This design comes from an exercise in tuning for a short achievable clock period and few clock cycles on the open sky130 flow, not from production work.
The RTL was checked by simulation tests, not by an equivalence proof against the original design.
Power and IR drop assume default switching activity.

`flow/run.sh`:
```
#!/bin/bash
# synth_recipe.tcl (not shown) runs the flow's synth.tcl, then flattens the netlist and writes it again
# the make line also repeats each setting of config.mk as NAME=value (left out here)
make -C /OpenROAD-flow-scripts/flow DESIGN_CONFIG=/design/flow/config.mk WORK_HOME=/design/flow/orfs CLKGATE_MAP_FILE= SYNTH_SCRIPT=/design/flow/synth_recipe.tcl finish
```
`flow/design.v`:
```
module bsc_codec (
    input  wire        clk,
    input  wire        rst,
    input  wire        cmd_valid,
    output wire        cmd_ready,
    input  wire [31:0] cmd_word,
    input  wire [63:0] cmd_opnd,
    output wire        rsp_valid,
    output wire [7:0]  rsp_status,
    output wire [63:0] rsp_data
);
    localparam [7:0] OP_NOP       = 8'h00;
    localparam [7:0] OP_WR_INIT   = 8'h10;
    localparam [7:0] OP_WR_PUSH   = 8'h11;
    localparam [7:0] OP_WR_FINISH = 8'h12;
    localparam [7:0] OP_ENC_BYTE  = 8'h13;
    localparam [7:0] OP_ENC_EOS   = 8'h14;
    localparam [7:0] OP_ENC_NOOP  = 8'h15;
    localparam [7:0] OP_DENC_BYTE = 8'h16;
    localparam [7:0] OP_DENC_END  = 8'h17;
    localparam [7:0] OP_OB_READ   = 8'h18;
    localparam [7:0] OP_RD_INIT   = 8'h20;
    localparam [7:0] OP_RD_PULL   = 8'h21;
    localparam [7:0] OP_DEC_START = 8'h22;
    localparam [7:0] OP_DEC_NEXT  = 8'h23;
    localparam [7:0] OP_DDEC_RUN  = 8'h24;
    localparam [7:0] OP_ACC_READ  = 8'h25;
    localparam [7:0] OP_IB_WRITE  = 8'h26;
    localparam [7:0] OP_REG_READ  = 8'h30;
    localparam [7:0] ST_OK        = 8'h00;
    localparam [7:0] ERR_ILLEGAL  = 8'h01;
    localparam [7:0] ERR_ADDR     = 8'h02;
    localparam [7:0] ERR_LENGTH   = 8'h03;
    localparam [7:0] ERR_FAULTED  = 8'h04;
    localparam [7:0] ERR_WIDTH    = 8'h10;
    localparam [7:0] ERR_VALUE    = 8'h11;
    localparam [7:0] ERR_OBUF_FULL= 8'h12;
    localparam [7:0] ERR_ENC_STATE= 8'h13;
    localparam [7:0] ERR_ZERO_BYTE= 8'h14;
    localparam [7:0] ERR_EXHAUSTED= 8'h20;
    localparam [7:0] ERR_UTF8     = 8'h21;
    localparam [7:0] ERR_NOOP_STR = 8'h22;
    localparam [7:0] ERR_ACC_FULL = 8'h23;
    localparam [7:0] ERR_DONE     = 8'h24;
    localparam [1:0] S_IDLE = 2'd0;    
    localparam [1:0] S_EXEC = 2'd1;    
    localparam [1:0] S_DEC  = 2'd2;    
    localparam [1:0] S_RSP  = 2'd3;    
    reg [1:0] state;
    reg [6:0]  olen;         
    reg [3:0]  bltf;         
    reg [7:0]  wopen;
    reg        enc_instr;
    reg [7:0]  werr;
    reg [7:0]  obuf [0:63];
    reg [6:0]  ilen;         
    reg [6:0]  rpos;         
    reg [3:0]  bltr;         
    reg [7:0]  ropen;
    reg [31:0] dec_target;
    reg [31:0] dec_count;
    reg [6:0]  acc_len;      
    reg [7:0]  rerr;
    reg [7:0]  ibuf [0:63];
    reg [7:0]  acc  [0:63];
    reg [63:0] xb;
    reg        dec_diag;
    reg        u_bad;
    reg [1:0]  u_need;
    reg [7:0]  u_lo;
    reg [7:0]  u_hi;
    reg [7:0]  r_status;
    reg [63:0] r_data;
    wire accept = cmd_valid && cmd_ready;
    wire [7:0] c_opc = cmd_word[31:24];
    wire [7:0] c_imm = cmd_word[7:0];
    reg c_known, c_fmt_n;
    always @(*) begin
        c_known = 1'b1;
        c_fmt_n = 1'b1;
        case (c_opc)
            OP_NOP, OP_WR_INIT, OP_WR_FINISH, OP_ENC_EOS, OP_ENC_NOOP,
            OP_DENC_END, OP_OB_READ, OP_RD_INIT, OP_DEC_START, OP_DEC_NEXT,
            OP_DDEC_RUN, OP_ACC_READ: c_fmt_n = 1'b1;
            OP_WR_PUSH, OP_ENC_BYTE, OP_DENC_BYTE, OP_RD_PULL, OP_IB_WRITE,
            OP_REG_READ: c_fmt_n = 1'b0;
            default: c_known = 1'b0;
        endcase
    end
    wire c_illegal = !c_known || (cmd_word[23:8] != 16'd0) || (c_fmt_n && c_imm != 8'd0);
    wire c_ok = !c_illegal;
    reg [6:0]  c_pw;
    reg [63:0] c_pvl;
    wire [5:0] c_lsh = 6'd0 - c_imm[5:0];       
    always @(*) begin
        c_pw  = 7'd0;
        c_pvl = 64'd0;
        case (c_opc)
            OP_WR_PUSH: begin c_pw = c_imm[6:0]; c_pvl = cmd_opnd << c_lsh; end
            OP_ENC_BYTE: begin
                if (c_imm == 8'h2D) begin c_pw = 7'd2; c_pvl = {2'b01, 62'd0}; end
                else begin c_pw = 7'd9; c_pvl = {1'b1, c_imm, 55'd0}; end
            end
            OP_ENC_EOS:  begin c_pw = 7'd2; c_pvl = 64'd0; end
            OP_ENC_NOOP: begin c_pw = 7'd9; c_pvl = {9'h12D, 55'd0}; end
            OP_DENC_BYTE: begin
                if (c_imm == 8'h3B) begin c_pw = 7'd2; c_pvl = 64'd0; end
                else if (c_imm == 8'h2D) begin c_pw = 7'd2; c_pvl = {2'b01, 62'd0}; end
                else begin c_pw = 7'd9; c_pvl = {1'b1, c_imm, 55'd0}; end
            end
            OP_DENC_END: begin c_pw = 7'd9; c_pvl = {9'h100, 55'd0}; end
            default: ;
        endcase
    end
    wire c_wbad = (c_imm == 8'd0) || (c_imm > 8'd64);
    wire c_vbad = (c_imm < 8'd64) && ((cmd_opnd >> c_imm[5:0]) != 64'd0);
    reg        q_illegal;
    reg        q_nop, q_wrinit, q_push, q_wrpush, q_encbyte, q_enceos, q_encnoop,
               q_dencbyte, q_wrfinish, q_obread, q_rdinit, q_rdpull, q_decstart,
               q_decnext, q_ddec, q_dec, q_accread, q_ibwrite, q_regread;
    reg [7:0]  q_imm;
    reg [6:0]  q_a;           
    reg        q_a_hi;        
    reg        q_a_hi32;      
    reg [31:0] q_o32;
    reg [6:0]  q_pw;
    reg [63:0] q_pvl;
    reg        q_wbad, q_vbad;
    always @(posedge clk) begin
        if (accept) begin
            q_illegal  <= c_illegal;
            q_nop      <= c_ok && c_opc == OP_NOP;
            q_wrinit   <= c_ok && c_opc == OP_WR_INIT;
            q_push     <= c_ok && (c_opc == OP_WR_PUSH || c_opc == OP_ENC_BYTE ||
                                   c_opc == OP_ENC_EOS || c_opc == OP_ENC_NOOP ||
                                   c_opc == OP_DENC_BYTE || c_opc == OP_DENC_END);
            q_wrpush   <= c_ok && c_opc == OP_WR_PUSH;
            q_encbyte  <= c_ok && c_opc == OP_ENC_BYTE;
            q_enceos   <= c_ok && c_opc == OP_ENC_EOS;
            q_encnoop  <= c_ok && c_opc == OP_ENC_NOOP;
            q_dencbyte <= c_ok && c_opc == OP_DENC_BYTE;
            q_wrfinish <= c_ok && c_opc == OP_WR_FINISH;
            q_obread   <= c_ok && c_opc == OP_OB_READ;
            q_rdinit   <= c_ok && c_opc == OP_RD_INIT;
            q_rdpull   <= c_ok && c_opc == OP_RD_PULL;
            q_decstart <= c_ok && c_opc == OP_DEC_START;
            q_decnext  <= c_ok && c_opc == OP_DEC_NEXT;
            q_ddec     <= c_ok && c_opc == OP_DDEC_RUN;
            q_dec      <= c_ok && (c_opc == OP_DEC_NEXT || c_opc == OP_DDEC_RUN);
            q_accread  <= c_ok && c_opc == OP_ACC_READ;
            q_ibwrite  <= c_ok && c_opc == OP_IB_WRITE;
            q_regread  <= c_ok && c_opc == OP_REG_READ;
            q_imm      <= c_imm;
            q_a        <= cmd_opnd[6:0];
            q_a_hi     <= (cmd_opnd[63:7] != 57'd0);
            q_a_hi32   <= (cmd_opnd[63:32] != 32'd0);
            q_o32      <= cmd_opnd[31:0];
            q_pw       <= c_pw;
            q_pvl      <= c_pvl;
            q_wbad     <= c_wbad;
            q_vbad     <= c_vbad;
        end
    end
    wire exec = (state == S_EXEC);
    wire [3:0]  pend     = 4'd8 - bltf;                        
    wire [7:0]  ptot     = {4'd0, pend} + {1'b0, q_pw};        
    wire [3:0]  pnfull   = ptot[6:3];                          
    wire        pfull    = ({1'b0, olen} + {4'd0, pnfull}) > 8'd64;
    wire [71:0] ptail    = {wopen, 64'd0} | ({q_pvl, 8'd0} >> pend);
    wire [7:0]  flen     = {1'b0, olen} + ((bltf != 4'd8) ? 8'd1 : 8'd0);
    reg  [7:0]  push_st;
    always @(*) begin
        push_st = ST_OK;
        if (werr != 8'd0)                   push_st = ERR_FAULTED;
        else if (q_wrpush && q_wbad)        push_st = ERR_WIDTH;
        else if (q_wrpush && q_vbad)        push_st = ERR_VALUE;
        else if (q_encnoop && enc_instr)    push_st = ERR_ENC_STATE;
        else if (q_dencbyte && q_imm == 8'd0) push_st = ERR_ZERO_BYTE;
        else if (pfull)                     push_st = ERR_OBUF_FULL;
    end
    wire push_do = exec && q_push && (push_st == ST_OK);
    function [7:0] tbyte(input [71:0] t, input [3:0] j);
        case (j)
            4'd0: tbyte = t[71:64];
            4'd1: tbyte = t[63:56];
            4'd2: tbyte = t[55:48];
            4'd3: tbyte = t[47:40];
            4'd4: tbyte = t[39:32];
            4'd5: tbyte = t[31:24];
            4'd6: tbyte = t[23:16];
            4'd7: tbyte = t[15:8];
            default: tbyte = t[7:0];
        endcase
    endfunction
    integer k;
    reg [6:0] ob_j;
    always @(posedge clk) begin
        if (push_do) begin
            for (k = 0; k < 64; k = k + 1) begin
                ob_j = k[6:0] - olen;
                if (ob_j < {3'd0, pnfull})
                    obuf[k] <= tbyte(ptail, ob_j[3:0]);
            end
        end
    end
    wire [71:0] xw     = {ropen, xb};
    wire [3:0]  roff   = 4'd8 - bltr;                          
    wire [71:0] xa     = xw << roff;                           
    wire [9:0]  rm     = {ilen - rpos, 3'd0} + {6'd0, bltr} - 10'd1;
    wire [6:0]  pl_w   = q_imm[6:0];
    wire        pl_exh = ({3'd0, pl_w} > rm);
    wire [63:0] pl_res = xa[71:8] >> (7'd64 - pl_w);
    function [18:0] utf_nx(input [18:0] s, input [7:0] b);
        reg bad; reg [1:0] need; reg [7:0] lo, hi;
        begin
            bad  = s[18];
            need = s[17:16];
            lo   = 8'h80;
            hi   = 8'hBF;
            if (s[17:16] == 2'd0) begin
                if (b <= 8'h7F) need = 2'd0;
                else if (b >= 8'hC2 && b <= 8'hDF) need = 2'd1;
                else if (b == 8'hE0) begin need = 2'd2; lo = 8'hA0; end
                else if (b == 8'hED) begin need = 2'd2; hi = 8'h9F; end
                else if (b >= 8'hE1 && b <= 8'hEF) need = 2'd2;
                else if (b == 8'hF0) begin need = 2'd3; lo = 8'h90; end
                else if (b >= 8'hF1 && b <= 8'hF3) need = 2'd3;
                else if (b == 8'hF4) begin need = 2'd3; hi = 8'h8F; end
                else bad = 1'b1;
            end else begin
                if (b >= s[15:8] && b <= s[7:0]) need = s[17:16] - 2'd1;
                else bad = 1'b1;
            end
            utf_nx = {bad, need, lo, hi};
        end
    endfunction
    wire        d_first = exec;                     
    wire        d_diag  = d_first ? q_ddec : dec_diag;
    wire [6:0]  d_alen  = d_first ? 7'd0 : acc_len;
    wire [18:0] d_u0    = d_first ? {1'b0, 2'd0, 8'h80, 8'hBF} : {u_bad, u_need, u_lo, u_hi};
    wire        s1_d = xa[71];
    wire [7:0]  s1_b = xa[70:63];
    wire        s1_e = xa[70];
    wire [3:0]  s1_len = s1_d ? 4'd9 : 4'd2;
    wire        s2_d = s1_d ? xa[62] : xa[69];
    wire [7:0]  s2_b = s1_d ? xa[61:54] : xa[68:61];
    wire        s2_e = s1_d ? xa[61] : xa[68];
    wire [3:0]  s2_len = s2_d ? 4'd9 : 4'd2;
    wire [7:0]  s1_byte = s1_d ? s1_b : ((d_diag && !s1_e) ? 8'h3B : 8'h2D);
    wire [7:0]  s2_byte = s2_d ? s2_b : ((d_diag && !s2_e) ? 8'h3B : 8'h2D);
    wire [18:0] d_u1 = utf_nx(d_u0, s1_byte);
    wire [18:0] d_u2 = utf_nx(d_u1, s2_byte);
    reg        d_fin;         
    reg [7:0]  d_st;
    reg [63:0] d_data;
    reg [4:0]  d_c;           
    reg [1:0]  d_nap;         
    reg        d_cnt;         
    reg [18:0] d_u;
    always @(*) begin
        d_fin  = 1'b0;
        d_st   = ST_OK;
        d_data = 64'd0;
        d_c    = 5'd0;
        d_nap  = 2'd0;
        d_cnt  = 1'b0;
        d_u    = d_u0;
        if (rm == 10'd0) begin
            d_fin = 1'b1; d_st = ERR_EXHAUSTED;
        end else if (rm < {6'd0, s1_len}) begin
            d_fin = 1'b1; d_st = ERR_EXHAUSTED; d_c = 5'd1;
        end else if (!d_diag && s1_d && s1_b == 8'h2D) begin
            d_fin = 1'b1; d_c = 5'd9;
            if (d_alen != 7'd0) d_st = ERR_NOOP_STR;
            else begin d_data = 64'h1_0000_0000; d_cnt = 1'b1; end
        end else if (d_diag ? (s1_d && s1_b == 8'h00) : (!s1_d && !s1_e)) begin
            d_fin = 1'b1; d_c = {1'b0, s1_len};
            if (d_u0[18] || d_u0[17:16] != 2'd0) d_st = ERR_UTF8;
            else begin d_data = {57'd0, d_alen}; d_cnt = !d_diag; end
        end else if (d_alen == 7'd64) begin
            d_fin = 1'b1; d_st = ERR_ACC_FULL; d_c = {1'b0, s1_len};
        end else begin
            d_nap = 2'd1;
            d_u   = d_u1;
            d_c   = {1'b0, s1_len};
            if (rm == {6'd0, s1_len}) begin
                d_fin = 1'b1; d_st = ERR_EXHAUSTED;
            end else if (rm < {6'd0, s1_len} + {6'd0, s2_len}) begin
                d_fin = 1'b1; d_st = ERR_EXHAUSTED; d_c = {1'b0, s1_len} + 5'd1;
            end else if (!d_diag && s2_d && s2_b == 8'h2D) begin
                d_fin = 1'b1; d_st = ERR_NOOP_STR; d_c = {1'b0, s1_len} + 5'd9;
            end else if (d_diag ? (s2_d && s2_b == 8'h00) : (!s2_d && !s2_e)) begin
                d_fin = 1'b1; d_c = {1'b0, s1_len} + {1'b0, s2_len};
                if (d_u1[18] || d_u1[17:16] != 2'd0) d_st = ERR_UTF8;
                else begin d_data = {57'd0, d_alen + 7'd1}; d_cnt = !d_diag; end
            end else if (d_alen == 7'd63) begin
                d_fin = 1'b1; d_st = ERR_ACC_FULL; d_c = {1'b0, s1_len} + {1'b0, s2_len};
            end else begin
                d_nap = 2'd2;
                d_u   = d_u2;
                d_c   = {1'b0, s1_len} + {1'b0, s2_len};
            end
        end
    end
    wire a_ge_flen = q_a_hi || ({1'b0, q_a} >= flen);
    wire a_ge_olen = q_a_hi || (q_a >= olen);
    wire a_ge_alen = q_a_hi || (q_a >= acc_len);
    wire a_ge_64   = q_a_hi || q_a[6];
    reg [7:0]  x_st;
    reg [63:0] x_data;
    always @(*) begin
        x_st   = ST_OK;
        x_data = 64'd0;
        if (q_illegal) x_st = ERR_ILLEGAL;
        else if (q_push) x_st = push_st;
        else if (q_wrfinish) begin
            if (werr != 8'd0) x_st = ERR_FAULTED;
            else x_data = {56'd0, flen};
        end else if (q_obread) begin
            if (a_ge_flen) x_st = ERR_ADDR;
            else x_data = {56'd0, a_ge_olen ? wopen : obuf[q_a[5:0]]};
        end else if (q_rdinit) begin
            if (q_a_hi || q_a > 7'd64) x_st = ERR_LENGTH;
        end else if (q_rdpull) begin
            if (rerr != 8'd0) x_st = ERR_FAULTED;
            else if (q_imm == 8'd0 || q_imm > 8'd64) x_st = ERR_WIDTH;
            else if (pl_exh) x_st = ERR_EXHAUSTED;
            else x_data = pl_res;
        end else if (q_decstart) begin
            if (rerr != 8'd0) x_st = ERR_FAULTED;
            else if (q_a_hi32) x_st = ERR_LENGTH;
        end else if (q_accread) begin
            if (a_ge_alen) x_st = ERR_ADDR;
            else x_data = {56'd0, acc[q_a[5:0]]};
        end else if (q_ibwrite) begin
            if (a_ge_64) x_st = ERR_ADDR;
        end else if (q_regread) begin
            case (q_imm)
                8'd0:  x_data = {51'd0, enc_instr, bltf, werr};
                8'd1:  x_data = {57'd0, olen};
                8'd2:  x_data = {56'd0, wopen};
                8'd3:  x_data = {56'd0, flen};
                8'd4:  x_data = {52'd0, bltr, rerr};
                8'd5:  x_data = {57'd0, ilen};
                8'd6:  x_data = {57'd0, rpos};
                8'd7:  x_data = {56'd0, ropen};
                8'd8:  x_data = {32'd0, dec_target};
                8'd9:  x_data = {32'd0, dec_count};
                8'd10: x_data = {57'd0, acc_len};
                8'd11: x_data = 64'd64;
                8'd12: x_data = 64'd64;
                8'd13: x_data = 64'd64;
                default: x_st = ERR_ADDR;
            endcase
        end
    end
    wire dx_fault = (rerr != 8'd0);
    wire dx_done  = q_decnext && (dec_count >= dec_target);
    wire d_run    = (exec && q_dec && !dx_fault && !dx_done) || (state == S_DEC);
    assign cmd_ready  = (state == S_IDLE) || (state == S_RSP) || (exec && !q_dec);
    assign rsp_valid  = (state == S_RSP) || (exec && !q_dec);
    assign rsp_status = (state == S_RSP) ? r_status : x_st;
    assign rsp_data   = (state == S_RSP) ? r_data   : x_data;
    wire pull_do = exec && q_rdpull && (rerr == 8'd0) && !q_wbad && !pl_exh;
    wire rdinit_do = exec && q_rdinit && !(q_a_hi || q_a > 7'd64);
    wire adv     = pull_do || d_run;
    wire [6:0] adv_c = pull_do ? pl_w : {2'd0, d_c};
    reg [6:0] rpos_d;
    reg [3:0] bltr_d;
    reg [7:0] ropen_d;
    reg [6:0] ilen_d;
    reg [6:0] at;
    reg [3:0] ak;
    reg [7:0] amask;
    always @(*) begin
        rpos_d  = rpos;
        bltr_d  = bltr;
        ropen_d = ropen;
        ilen_d  = ilen;
        at      = 7'd0;
        ak      = 4'd0;
        amask   = 8'hFF;
        if (rdinit_do) begin
            ilen_d  = q_a;
            rpos_d  = 7'd0;
            bltr_d  = 4'd8;
            ropen_d = (q_a != 7'd0) ? ibuf[0] : 8'h00;
        end else if (adv) begin
            if (adv_c < {3'd0, bltr}) begin
                bltr_d  = bltr - adv_c[3:0];
                amask   = (8'd1 << bltr_d) - 8'd1;
                ropen_d = ropen & amask;
            end else begin
                at      = adv_c - {3'd0, bltr};
                ak      = {1'b0, at[5:3]} + 4'd1;
                bltr_d  = 4'd8 - {1'b0, at[2:0]};
                rpos_d  = rpos + {3'd0, ak};
                amask   = (8'd1 << bltr_d) - 8'd1;
                ropen_d = tbyte(xw, ak) & amask;
            end
        end
    end
    wire       ib_we = exec && q_ibwrite && !a_ge_64;
    reg [7:0]  ibuf_d [0:63];
    integer    m;
    always @(*) begin
        for (m = 0; m < 64; m = m + 1)
            ibuf_d[m] = (ib_we && q_a[5:0] == m[5:0]) ? q_imm : ibuf[m];
    end
    reg [63:0] xb_d;
    reg [6:0]  xi;
    integer    j;
    always @(*) begin
        for (j = 1; j <= 8; j = j + 1) begin
            xi = rpos_d + j[6:0];
            xb_d[71 - 8*j -: 8] = (xi < ilen_d) ? ibuf_d[xi[5:0]] : 8'h00;
        end
    end
    always @(posedge clk) begin
        if (ib_we) ibuf[q_a[5:0]] <= q_imm;
    end
    wire       acc_we1 = d_run && (d_nap != 2'd0);
    wire       acc_we2 = d_run && (d_nap == 2'd2);
    always @(posedge clk) begin
        if (acc_we1) acc[d_alen[5:0]] <= s1_byte;
        if (acc_we2) acc[d_alen[5:0] + 6'd1] <= s2_byte;
    end
    always @(posedge clk) begin
        if (rst) begin
            state      <= S_IDLE;
            olen       <= 7'd0;
            bltf       <= 4'd8;
            wopen      <= 8'd0;
            enc_instr  <= 1'b0;
            werr       <= 8'd0;
            ilen       <= 7'd0;
            rpos       <= 7'd0;
            bltr       <= 4'd8;
            ropen      <= 8'd0;
            xb         <= 64'd0;
            dec_target <= 32'd0;
            dec_count  <= 32'd0;
            acc_len    <= 7'd0;
            rerr       <= 8'd0;
            dec_diag   <= 1'b0;
            u_bad      <= 1'b0;
            u_need     <= 2'd0;
            u_lo       <= 8'h80;
            u_hi       <= 8'hBF;
            r_status   <= 8'd0;
            r_data     <= 64'd0;
        end else begin
            rpos  <= rpos_d;
            bltr  <= bltr_d;
            ropen <= ropen_d;
            ilen  <= ilen_d;
            xb    <= xb_d;
            if (accept)
                state <= S_EXEC;
            else if (exec && q_dec) begin
                if (!d_run || d_fin) state <= S_RSP;
                else                 state <= S_DEC;
            end else if (state == S_DEC) begin
                if (d_fin) state <= S_RSP;
            end else
                state <= S_IDLE;
            if (exec) begin
                if (q_wrinit) begin
                    olen      <= 7'd0;
                    bltf      <= 4'd8;
                    wopen     <= 8'd0;
                    enc_instr <= 1'b0;
                    werr      <= 8'd0;
                end
                if (q_push) begin
                    if (push_st == ST_OK) begin
                        olen  <= olen + {3'd0, pnfull};
                        wopen <= tbyte(ptail, pnfull);
                        bltf  <= 4'd8 - {1'b0, ptot[2:0]};
                        if (q_encbyte) enc_instr <= 1'b1;
                        if (q_enceos)  enc_instr <= 1'b0;
                    end else if (push_st != ERR_FAULTED) begin
                        werr <= push_st;
                    end
                end
                if (rdinit_do) begin
                    rerr       <= 8'd0;
                    dec_target <= 32'd0;
                    dec_count  <= 32'd0;
                    acc_len    <= 7'd0;
                end
                if (q_rdpull && rerr == 8'd0 && q_wbad)
                    rerr <= ERR_WIDTH;
                else if (q_rdpull && rerr == 8'd0 && pl_exh)
                    rerr <= ERR_EXHAUSTED;
                if (q_decstart && x_st == ST_OK) begin
                    dec_target <= q_o32;
                    dec_count  <= 32'd0;
                    acc_len    <= 7'd0;
                end
                if (q_dec) begin
                    dec_diag <= q_ddec;
                    if (dx_fault) begin
                        r_status <= ERR_FAULTED;
                        r_data   <= 64'd0;
                    end else if (dx_done) begin
                        rerr     <= ERR_DONE;
                        r_status <= ERR_DONE;
                        r_data   <= 64'd0;
                    end
                end
            end
            if (d_run) begin
                acc_len <= d_alen + {5'd0, d_nap};
                {u_bad, u_need, u_lo, u_hi} <= d_u;
                if (d_cnt) dec_count <= dec_count + 32'd1;
                if (d_fin) begin
                    r_status <= d_st;
                    r_data   <= d_data;
                    if (d_st != ST_OK) rerr <= d_st;
                end
            end
        end
    end
endmodule
```
`flow/config.mk`:
```
export PLATFORM = sky130hd
export DESIGN_NAME = bsc_codec
export DESIGN_NICKNAME = bsc_codec
export VERILOG_FILES = /design/flow/design.v
export SDC_FILE = /design/flow/constraint.sdc
export NUM_CORES = 4
export LEC_CHECK = 0
export CAP_MARGIN = 20
export CORE_MARGIN = 2
export CORE_UTILIZATION = 40
export SLEW_MARGIN = 20
```
`flow/constraint.sdc`:
```
create_clock -name core_clock -period 10.0 [get_ports {clk}]
set_input_delay 2.0000 -clock core_clock [delete_from_list [all_inputs] [get_ports {clk}]]
set_output_delay 2.0000 -clock core_clock [all_outputs]
set_load 0.01 [all_outputs]
```
==> results.txt <==
synthesized netlist by cell type, drive strengths merged, types with 47 or more instances:
library cell  instances  area share
nand2              1807       0.045
edfxtp             1670        0.34
nor2               1397       0.035
clkbuf             1172       0.029
o22ai              1136       0.048
mux2i              1093       0.073
a21oi               964       0.033
o21ai               941       0.032
nor3                680       0.023
nand3               433       0.015
a22oi               381       0.019
mux4                366       0.055
buf                 351       0.011
dfxtp               297       0.040
ha                  279       0.023
nor4                275       0.012
inv                 269      0.0068
a31oi               228      0.0096
a221oi              174       0.010
nand4               171      0.0073
and2                167      0.0070
xnor2               167       0.011
o32ai               155      0.0091
o221ai              150      0.0088
mux2                122      0.0092
a22o                121      0.0071
a211oi              118      0.0060
o211ai              115      0.0058
or3                  86      0.0036
and3                 78      0.0033
a2111oi              76      0.0045
a21o                 75      0.0038
a32oi                72      0.0042
o2111ai              70      0.0041
o31ai                63      0.0033
or4                  60      0.0030
nand2b               57      0.0024
nor2b                55      0.0023
o311ai               52      0.0031
o22a                 47      0.0028
per-stage QoR:
step                 util  setup slack, ns  total power, mW  instances
floorplan               -           -0.458             25.2      16500
global placement    0.494            -1.78             43.2      23300
detailed placement  0.495            -1.15             43.2      23300
CTS                 0.518           -0.180             53.1      23800
repair_timing:
action / CTS
endpoints found under the hold margin: 0
gates resized for setup: 191
buffers inserted: 76
pin swaps: 52
setup endpoints to repair: 64
cells by family after synthesis:
| family | Yosys count | share of synthesized area |
|---|---|---|
| AND/OR/NAND/NOR | 5384 | 0.166 |
| AO/OA/AOI/OAI | 5297 | 0.236 |
| flip-flops | 1967 | 0.376 |
| buffers and inverters | 1813 | 0.0475 |
| multiplexers | 1581 | 0.138 |
| adder cells (fa/ha/maj) | 287 | 0.0245 |
| XOR/XNOR | 202 | 0.0127 |
worst min-delay path by stage:
stage | to | startpoint | depth (start not counted)
4_1_cts | rerr[3]$_SDFF_PP0_ | rerr[3]$_SDFF_PP0_ | 2
2_1_floorplan | u_hi[0]$_SDFFE_PP1N_ | u_hi[0]$_SDFFE_PP1N_ | 1
3_3_place_gp | u_hi[0]$_SDFFE_PP1N_ | u_hi[0]$_SDFFE_PP1N_ | 1
3_5_place_dp | u_hi[0]$_SDFFE_PP1N_ | u_hi[0]$_SDFFE_PP1N_ | 1
layer usage:
layer,global-route usage,GRT overflow
met3,0.621,30
met4,0.686,138
met1,0.780,30
met2,0.875,144
met5,0.420,4
power groups by stage:
stage	Clock, mW	Sequential, mW	Combinational (mW)
floorplan	0	9.75	15.5
global placement	0	9.85	33.3
detailed placement	0	9.86	33.3
CTS	8.57	9.69	34.9
==> impl_metrics.csv <==
group,metric,value,unit
yosys,synth_ff_type,"edfxtp_1",
grt,grt_first_pass_wirelength,1950000,µm
floorplanning,start_util,0.401,
place,placement.io_buffers,172,
run_status,haltStage,"global routing",
place,hpwl,1000000,µm
yosys,synth_seq_cells,1967,
grt,track_usage,0.750,
grt,grt.overflow.total,346,
yosys,syn_avg_cell_area,9.02,µm²
floorplanning,num_rows,224,
grt,grt_max_degree,92,
yosys,synth_nets,16900,
run_status,error,"[ERROR GRT-0116] Global routing finished with congestion. Check the congestion regions in the DRC Viewer.",
floorplanning,dieWidth,615,µm
yosys,synth_edf_count,1670,
yosys,syn-instance-count,16500,
floorplanning,ios,173,
floorplanning,die_y,615,µm
cts,cts_root_buf,"clkbuf_16",
yosys,yosysWarnings,3,
place,placed_area,184000,µm²
cts,cts_sinks,1967,
cts,clockBufferDepth,4,
cts,cts-buffers-inserted,221,
cts,hold_buffers,0,
yosys,async_flop_share,0,
run_status,status,"stopped before the end",
yosys,syn_area,149000,µm²
yosys,synth_cell_type_count,120,
grt,grt_pass1_vias,195000,
yosys,ys_seq_area_frac,0.376,
place,routabilityCongestion,1.46,
cts,htree_levels,4,
Testbench counts, summed over its fixed seeds: cycles 10,843.
